From an optimization exercise on the open Yosys and OpenROAD flow, aimed at small area; shortcuts taken in it are not production practice. Only the layout flow was run in this run; the RTL was not checked for function there. Power and IR drop assume default switching activity.

$ cat design/flow/run.sh
#!/bin/bash
# synth_recipe.tcl (not shown) runs the flow's synth.tcl, then flattens the netlist and writes it again
# the make line also repeats each setting of config.mk as NAME=value (left out here)
make -C /OpenROAD-flow-scripts/flow DESIGN_CONFIG=/design/flow/config.mk WORK_HOME=/design/flow/orfs CLKGATE_MAP_FILE= SYNTH_SCRIPT=/design/flow/synth_recipe.tcl finish
$ cat design/flow/config.mk
export PLATFORM = sky130hd
export DESIGN_NAME = annette_desc_block
export DESIGN_NICKNAME = annette_desc_block
export VERILOG_FILES = /design/flow/design.v
export SDC_FILE = /design/flow/constraint.sdc
export NUM_CORES = 4
export LEC_CHECK = 0
export CAP_MARGIN = 20
export CORE_MARGIN = 2
export CORE_UTILIZATION = 40
export SLEW_MARGIN = 20
$ cat design/flow/constraint.sdc
create_clock -name core_clock -period 10.0 [get_ports {clk}]
set_input_delay 2.0000 -clock core_clock [delete_from_list [all_inputs] [get_ports {clk}]]
set_output_delay 2.0000 -clock core_clock [all_outputs]
set_load 0.01 [all_outputs]
$ cat design/flow/design.v
module segment_descriptor_codec (
    input  wire [31:0] base,
    input  wire [31:0] limit,
    input  wire [7:0]  access,
    input  wire [63:0] rec,
    output wire [63:0] enc,
    output wire [31:0] dec_base,
    output wire [31:0] dec_limit,
    output wire        dec_gran
);
    reg [19:0] lim20;
    reg [3:0]  flags;
    always @* begin
        if (limit <= 32'h0001_0000) begin
            lim20 = limit[19:0];
            flags = 4'h4;
        end else begin
            if (limit[11:0] != 12'hFFF)
                lim20 = limit[31:12] - 20'd1;
            else
                lim20 = limit[31:12];
            flags = 4'hC;
        end
    end
    assign enc = {base[31:24],             
                  flags, lim20[19:16],     
                  access,                  
                  base[23:0],              
                  lim20[15:0]};            
    wire [19:0] raw = {rec[51:48], rec[15:0]};
    assign dec_gran  = (rec[55:54] == 2'b11);
    assign dec_base  = {rec[63:56], rec[39:16]};
    assign dec_limit = dec_gran ? {raw, 12'hFFF} : {12'd0, raw};
endmodule
module annette_desc_block (
    input  wire        clk,
    input  wire        rst,           
    input  wire [31:0] table_base,
    input  wire        cpl0,
    output wire        cmd_ready,
    input  wire        cmd_valid,
    input  wire [7:0]  cmd,
    input  wire [31:0] base_in,
    input  wire [31:0] limit_in,
    input  wire [7:0]  access_in,
    input  wire [63:0] rec_in,
    input  wire        res_rd,
    input  wire        wr_valid,
    input  wire [31:0] wr_addr,
    input  wire [1:0]  wr_size,
    output wire [63:0] res,
    output wire [7:0]  status,
    output wire        mem_we,
    output wire [31:0] mem_addr,
    output wire [63:0] mem_wdata,
    input  wire        mem_ready,
    output wire        gdtr_we,
    output wire [15:0] gdtr_limit,
    output wire [31:0] gdtr_base
);
    localparam [7:0] CMD_NOP          = 8'h00;
    localparam [7:0] CMD_ENCODE       = 8'h01;
    localparam [7:0] CMD_DECODE_BASE  = 8'h02;
    localparam [7:0] CMD_DECODE_LIMIT = 8'h03;
    localparam [7:0] CMD_DECODE_GRAN  = 8'h04;
    localparam [7:0] CMD_CONSTRUCT    = 8'h10;
    localparam [7:0] CMD_CODE_SEL     = 8'h11;
    localparam [7:0] CMD_DATA_SEL     = 8'h12;
    localparam [3:0] F_ILLEGAL_COMMAND     = 4'd1;
    localparam [3:0] F_NOT_INSTALLED       = 4'd2;
    localparam [3:0] F_ALREADY_INSTALLED   = 4'd3;
    localparam [3:0] F_PRIVILEGE_VIOLATION = 4'd4;
    localparam [3:0] F_TABLE_REGION_WRAP   = 4'd5;
    localparam [3:0] F_TABLE_MUTATED       = 4'd6;
    localparam [3:0] F_READ_UNWRITTEN      = 4'd7;
    localparam [1:0] LIFE_UNCONSTRUCTED = 2'd0;
    localparam [1:0] LIFE_INSTALLED     = 2'd2;
    localparam [1:0] S_IDLE    = 2'd0;
    localparam [1:0] S_WRITE   = 2'd1;
    localparam [1:0] S_INSTALL = 2'd2;
    localparam [15:0] GDT_LIMIT = 16'd31;
    reg  [1:0]  state;
    reg  [1:0]  life;
    reg         fault;
    reg  [3:0]  cause;
    reg  [63:0] res_q;
    reg         res_written;
    reg  [47:0] pd;           
    reg  [31:0] wr_ptr;       
    reg  [1:0]  entry_idx;    
    wire [63:0] enc_rec;
    wire [31:0] dec_base, dec_limit;
    wire        dec_gran;
    segment_descriptor_codec u_codec (
        .base      (base_in),
        .limit     (limit_in),
        .access    (access_in),
        .rec       (rec_in),
        .enc       (enc_rec),
        .dec_base  (dec_base),
        .dec_limit (dec_limit),
        .dec_gran  (dec_gran)
    );
    reg  [31:0] ent_limit;
    reg  [7:0]  ent_access;
    wire [63:0] ent_rec;
    always @* begin
        case (entry_idx)
            2'd2:    begin ent_limit = 32'h0400_0000; ent_access = 8'h9A; end  
            2'd3:    begin ent_limit = 32'h0400_0000; ent_access = 8'h92; end  
            default: begin ent_limit = 32'h0000_0000; ent_access = 8'h00; end  
        endcase
    end
    segment_descriptor_codec u_table_codec (
        .base      (32'd0),
        .limit     (ent_limit),
        .access    (ent_access),
        .rec       (64'd0),
        .enc       (ent_rec),
        .dec_base  (),
        .dec_limit (),
        .dec_gran  ()
    );
    wire [31:0] wr_off   = wr_addr - pd[47:16];
    wire [32:0] wr_last  = {1'b0, wr_off} + ({29'd0, 4'd1} << wr_size) - 33'd1;
    wire        wr_hits  = (wr_off < 32'd32) || wr_last[32];
    assign cmd_ready  = (state == S_IDLE);
    assign res        = res_q;
    assign status     = {1'b0, cause, fault, life};
    assign mem_we     = (state == S_WRITE);
    assign mem_addr   = wr_ptr;
    assign mem_wdata  = ent_rec;
    assign gdtr_we    = (state == S_INSTALL) && cpl0;
    assign gdtr_limit = pd[15:0];
    assign gdtr_base  = pd[47:16];
    always @(posedge clk) begin
        if (rst) begin
            state       <= S_IDLE;
            life        <= LIFE_UNCONSTRUCTED;
            fault       <= 1'b0;
            cause       <= 4'd0;
            res_written <= 1'b0;
            entry_idx   <= 2'd0;
        end else begin
            case (state)
                S_IDLE: begin
                    if (!fault && cmd_valid) begin
                        case (cmd)
                            CMD_NOP: ;
                            CMD_ENCODE: begin
                                res_q       <= enc_rec;
                                res_written <= 1'b1;
                            end
                            CMD_DECODE_BASE: begin
                                res_q       <= {32'd0, dec_base};
                                res_written <= 1'b1;
                            end
                            CMD_DECODE_LIMIT: begin
                                res_q       <= {32'd0, dec_limit};
                                res_written <= 1'b1;
                            end
                            CMD_DECODE_GRAN: begin
                                res_q       <= {63'd0, dec_gran};
                                res_written <= 1'b1;
                            end
                            CMD_CONSTRUCT: begin
                                if (life == LIFE_INSTALLED) begin
                                    fault <= 1'b1;
                                    cause <= F_ALREADY_INSTALLED;
                                end else if (table_base > 32'hFFFF_FFE0) begin
                                    fault <= 1'b1;
                                    cause <= F_TABLE_REGION_WRAP;
                                end else begin
                                    pd        <= {table_base, GDT_LIMIT};
                                    wr_ptr    <= table_base;
                                    entry_idx <= 2'd0;
                                    state     <= S_WRITE;
                                end
                            end
                            CMD_CODE_SEL, CMD_DATA_SEL: begin
                                if (life != LIFE_INSTALLED) begin
                                    fault <= 1'b1;
                                    cause <= F_NOT_INSTALLED;
                                end else begin
                                    res_q       <= (cmd == CMD_CODE_SEL) ? 64'h10 : 64'h18;
                                    res_written <= 1'b1;
                                end
                            end
                            default: begin
                                fault <= 1'b1;
                                cause <= F_ILLEGAL_COMMAND;
                            end
                        endcase
                    end else if (!fault && res_rd) begin
                        if (!res_written) begin
                            fault <= 1'b1;
                            cause <= F_READ_UNWRITTEN;
                        end
                    end else if (!fault && wr_valid) begin
                        if (life == LIFE_INSTALLED && wr_hits) begin
                            fault <= 1'b1;
                            cause <= F_TABLE_MUTATED;
                        end
                    end
                end
                S_WRITE: begin
                    if (mem_ready) begin
                        wr_ptr    <= wr_ptr + 32'd8;
                        entry_idx <= entry_idx + 2'd1;
                        if (entry_idx == 2'd3)
                            state <= S_INSTALL;
                    end
                end
                S_INSTALL: begin
                    if (cpl0) begin
                        life <= LIFE_INSTALLED;
                    end else begin
                        fault <= 1'b1;
                        cause <= F_PRIVILEGE_VIOLATION;
                    end
                    state <= S_IDLE;
                end
                default: state <= S_IDLE;
            endcase
        end
    end
endmodule
==> run summary <==
worst max-delay path, stage by stage:
cell	delay [ps]
sky130_fd_sc_hd__clkdlybuf4s50_1	400
sky130_fd_sc_hd__inv_1	60
sky130_fd_sc_hd__ha_1	160
sky130_fd_sc_hd__inv_1	50
sky130_fd_sc_hd__fa_1	390
sky130_fd_sc_hd__a21oi_1	280
sky130_fd_sc_hd__o221a_1	310
sky130_fd_sc_hd__nand3b_1	180
sky130_fd_sc_hd__nand4_1	160
sky130_fd_sc_hd__a21oi_2	280
sky130_fd_sc_hd__nor2b_1	160
sky130_fd_sc_hd__o21ai_0	120
sky130_fd_sc_hd__a21oi_1	190
sky130_fd_sc_hd__xnor2_1	170
sky130_fd_sc_hd__inv_1	90
sky130_fd_sc_hd__ha_1	310
sky130_fd_sc_hd__a21o_1	160
sky130_fd_sc_hd__a21o_1	160
sky130_fd_sc_hd__a21o_1	160
sky130_fd_sc_hd__a21o_1	160
sky130_fd_sc_hd__a21o_2	210
sky130_fd_sc_hd__a211oi_1	260
sky130_fd_sc_hd__o31a_1	190
sky130_fd_sc_hd__a221o_1	160
sky130_fd_sc_hd__o311ai_2	110
sky130_fd_sc_hd__xor2_1	190
sky130_fd_sc_hd__o21ai_2	280
sky130_fd_sc_hd__mux2_1	350
metrics by stage:
step                setup WS, ps  power, mW  hold slack [ps]  util, %
finish                      2588      1.565            448.8    56.87
global route                2110      1.636            482.3    56.87
CTS                         2513      1.579            454.3    56.87
detailed placement          2090     0.9487            437.8    54.57
global placement            2095     0.9442            437.2    54.57
floorplan                   2356     0.8250            418.3        -
area by class of cell:
class	count	area share [%]
clock buffer	17	2.988
clock inverter	15	1.055
inverter	84	2.215
multi-input combinational	817	37.31
sequential	136	27.98
tap	330	2.900
timing repair buffer	365	25.56
registers in the layout, summed over array words and instances (netlist names):
signal       count
res_q           62
state            2
pd              32
res_written      1
fault            1
entry_idx        2
wr_ptr          32
cause            3
life             1
cells by family after synthesis:
logic type      Yosys count
buf+inv                 199
other cells               2
compound gates          221
flops                   136
xor+xnor                 77
mux                       7
simple gates            365
fa+ha+maj                81
worst min-delay path by stage:
| stage | endpoint | startpoint | depth (start not counted) | slack [ps] |
|---|---|---|---|---|
| 2_1_floorplan | res_written$_SDFFE_PP0P_ | res_written$_SDFFE_PP0P_ | 1 | 420 |
| 3_3_place_gp | res_written$_SDFFE_PP0P_ | res_written$_SDFFE_PP0P_ | 1 | 440 |
| 3_5_place_dp | res_written$_SDFFE_PP0P_ | res_written$_SDFFE_PP0P_ | 1 | 440 |
| 4_1_cts | res_written$_SDFFE_PP0P_ | res_written$_SDFFE_PP0P_ | 1 | 450 |
| 5_1_grt | res_written$_SDFFE_PP0P_ | res_written$_SDFFE_PP0P_ | 1 | 480 |
| 6_report | res_written$_SDFFE_PP0P_ | res_written$_SDFFE_PP0P_ | 1 | 450 |
synthesized netlist by cell type, drive strengths merged, types with 3 or more instances:
| library cell | count |
|---|---|
| nand2 | 124 |
| a211oi | 6 |
| xor2 | 34 |
| nor4 | 9 |
| and2b | 3 |
| nor3b | 3 |
| nor3 | 13 |
| clkbuf | 28 |
| a21oi | 61 |
| dfxtp | 10 |
| buf | 87 |
| o31ai | 3 |
| nand4 | 26 |
| mux2 | 3 |
| a221o | 15 |
| or3 | 3 |
| inv | 84 |
| nand2b | 12 |
| a21o | 16 |
| ha | 80 |
| xnor2 | 43 |
| edfxtp | 126 |
| nor2 | 80 |
| mux2i | 4 |
| nor2b | 10 |
| nand3 | 27 |
| and4 | 5 |
| or4 | 6 |
| o2111ai | 4 |
| o21a | 5 |
| and3 | 5 |
| a22oi | 15 |
| o21bai | 3 |
| o311ai | 3 |
| o211ai | 7 |
| and2 | 31 |
| o22ai | 6 |
| o21ai | 59 |
metal layers:
layer	vias to the layer above	part of all wire [%]	track usage [%]
met5	-	0	0
met3	16	7.6	6.679
li1	4382	-	-
met2	286	51	40.60
met4	0	1.1	4.867
met1	4091	41	27.88
power breakdown:
part           switching (mW)  total [mW]  internal (mW)
clock                   0.294       0.627          0.334
sequential            0.00211       0.627          0.625
combinational           0.152       0.311          0.159
==> run summary <==
Drt:
- The violation count after the first detailed-route iteration is 503.
- The detail route stage leaves a number of antenna-violating nets equal to 0.
- The remaining design rule violation count is 0.
- The number of vias in the routed layout is 8,775.
- The routed design has 31,620 um of wire.
- The detailed-router iteration count before antenna repair is 5.
- The per-cell routed wire length is 17.93 um.
- Using the TritonRoute via totals, the vias-per-cell ratio works out to 4.974.

Flow run:
- The number of max-cap violations is 0.

Timing:
- Setup violations remaining at the end of the flow were counted as 0.
- The number of pins with negative max-slew slack in the final report was 0.
- Setup repair after global routing left no endpoint under its margin.
- For the final database, setup skew stands at 13.95 ps.
- The worst max-slew margin expressed relative to the limit is 32.66%.
- The post-route setup TNS is 0 ps.
- The worst path uses approximately three quarters of the clock period.
- The final number of hold-violating endpoints is 0.
- Static timing analysis puts the maximum clock frequency at around 130 MHz.
- The actual transition at the worst max-transition pin is 1006 ps.
- The minimum clock period is 7412 ps.

Worst setup path:
- The count of cells along the worst register-to-register path is 26.
- The critical path class is in -> reg.
- Following the worst setup path forward leads to its endpoint at cause[1]$_SDFFE_PP0P_.
- The nature of the critical path startpoint is an input port.
- The data arrival time of the critical path is slightly below 8000 ps.
- Along the worst path, the maximum fanout reaches 4.
- The startpoint identified for the worst register-to-register timing path is pd[16]$_DFFE_PP_.
- The critical path starts at wr_addr[0].
- The worst setup path is captured at a register.
- The required arrival time at the worst endpoint is 10,310 ps.
- The register-to-register path setup slack is 4240 ps.
- The endpoint of the most critical register-to-register path is cause[1]$_SDFFE_PP0P_.

Placed design:
- The number of input and output port buffers inserted is 359.
- Counting tap cells, the placed design contains a total of roughly 1,700 instances.
- The global placement routability congestion is between 0.8 and 0.9.
- The total placed instance area is roughly 0.014 mm^2.
- The half-perimeter wire length of the detailed placement result is around 25,000 um.

Cells and area:
- The total area of multi-input combinational cells is 0.005311 mm^2.
- Relative to the synthesized area, the layout overhead comes to 40.64%.
- Across the whole layout, storage elements account for 0.003984 mm^2.
- The most common library cell in the layout ignoring fill and taps is sky130_fd_sc_hd__clkdlybuf4s50_1.
- The repair_antennas step left the layout with diodes totalling 0.
- Excluding fillers, the count of instances in the completed layout stands at 1,764.
- The summed area of non-filler cells in the final layout is 0.01424 mm^2.
- The total number of nets in the final design is approximately 1,700.
- The library cells used most frequently in the layout, excluding fill and tap cells, are sky130_fd_sc_hd__clkdlybuf4s50_1 (359), sky130_fd_sc_hd__edfxtp_1 (126), sky130_fd_sc_hd__nand2_1 (124).
- In the final layout, the share of cells above drive strength 1 is under 10%.
- After filler insertion, the fill cell instance count of the layout stands at 2,323.

Clock tree:
- The hold buffer count at CTS is 0.
- Gates resized during post-CTS repair numbered 0.
- The H-tree was split into 4 levels.
- The largest buffer count on any clock path is 2.
- The clock drives 136 sinks.
- TritonCTS created 17 clock buffers.
- TritonCTS built the clock tree.
- After clock tree synthesis, the clock-pin slew on the worst setup and hold paths is 70 ps.
- The post-CTS setup-driven buffer insertion count is 0.
- The clock root buffer is sky130_fd_sc_hd__clkbuf_16.
- The clock latency on the worst-skew pair is between 400 and 500 ps.

GRT:
- The via count of the first global-routing pass is around 8,500.
- Entering global routing, the biggest net connects 64 pins.
- Global routing finished with a remaining overflow of 0.
- The global-route wire length before repair is 46,550 um.
- The global-route usage over all layers is 23.01%.
- The initial antenna violation count is 1.

Die:
- The total number of placement rows is 58.
- The overall die height is 163.1 um.
- The initial core utilization is 40.43%.
- The core region is 0.02504 mm^2.
- Pin placement for this block handled approximately 440 I/O pins.
- The die covers 0.02660 mm^2.
- The die is 163.1 um wide.

Pwr:
- The worst-case IR drop observed on VDD is 0.00008752 V.
- In this run the power density over the cells is 109.9 mW/mm^2.
- For this design the static power due to leakage is ~5.7 nW.

Synthesis:
- Sequential elements use 39.35% of the synthesized area.
- The multiplexer share of the synthesized area is less than 1%.
- After synthesis, the largest family of logic cells by area is simple AND/OR/NAND/NOR gates.
- Synthesis inferred 136 register bits.
- The post-synthesis compound-gate area fraction is 14.81%.
- sky130_fd_sc_hd__edfxtp_1 takes more of the synthesized area than any other cell.
- The xor/xnor share of the synthesized area is ~6.7%.
- Yosys printed 2 warnings.
- Of the total synthesized cell area, the portion taken by full adders, half adders and majority gates is 10.09%.
- After synthesis, the netlist uses 76 different library cells.
- The synthesized netlist devotes between 15 and 20% of its cell area to simple gates.
- The share of flip-flops with an asynchronous set or reset is 0%.
- The top-area cell type share of the netlist area is 37.37%.
- The synthesized design contains 126 enable-type register cells.
- By area the synthesized netlist is led by sky130_fd_sc_hd__edfxtp_1 (37%), sky130_fd_sc_hd__ha_1 (9.9%), sky130_fd_sc_hd__buf_4 (6.3%), sky130_fd_sc_hd__nand2_1 (4.6%), sky130_fd_sc_hd__xnor2_1 (3.7%).
- The cell count after synthesis came out at 1,088.
- The most used flip-flop cell after synthesis is sky130_fd_sc_hd__edfxtp_1.
- The cell area that synthesis handed to floorplanning was approximately 0.01 mm^2.
- Averaged over all synthesized cells, the footprint is 9.305 um^2.

Hold path:
- The class of the worst hold path is reg -> reg.

Run status:
- The flow ran to the end and the layout has no timing, DRC or antenna violations.

## re-timing with driven ports
The results above use ideal ports. As a check the final layout listed here was re-extracted and re-timed, cells and wires unchanged. Step 1, drivers: a clkbuf_16 drives clk and a buf_2 each remaining input, both assumed. Step 2 times the ports against the registers' clock, not the clock port: input delays grow and output delays shrink by t, the midpoint of the rising clock arrivals with the driver on. a / b / c = ideal ports / drivers / drivers and shift; a / b = the first two.
shift t [ns]: 0.469
slack for setup (ns): 2.588 / 2.612 / 2.143
latest minus earliest clock arrival (ns): 0.014 / 0.014
slew at the worst register clock pin (ns): 0.07 / 0.07
worst slew at a driven data input, ns: 0.09
After both steps setup and hold are still met in this run. For this run, drivers alone change the setup slack by +0.024 ns; drivers and shift together by -0.445 ns.
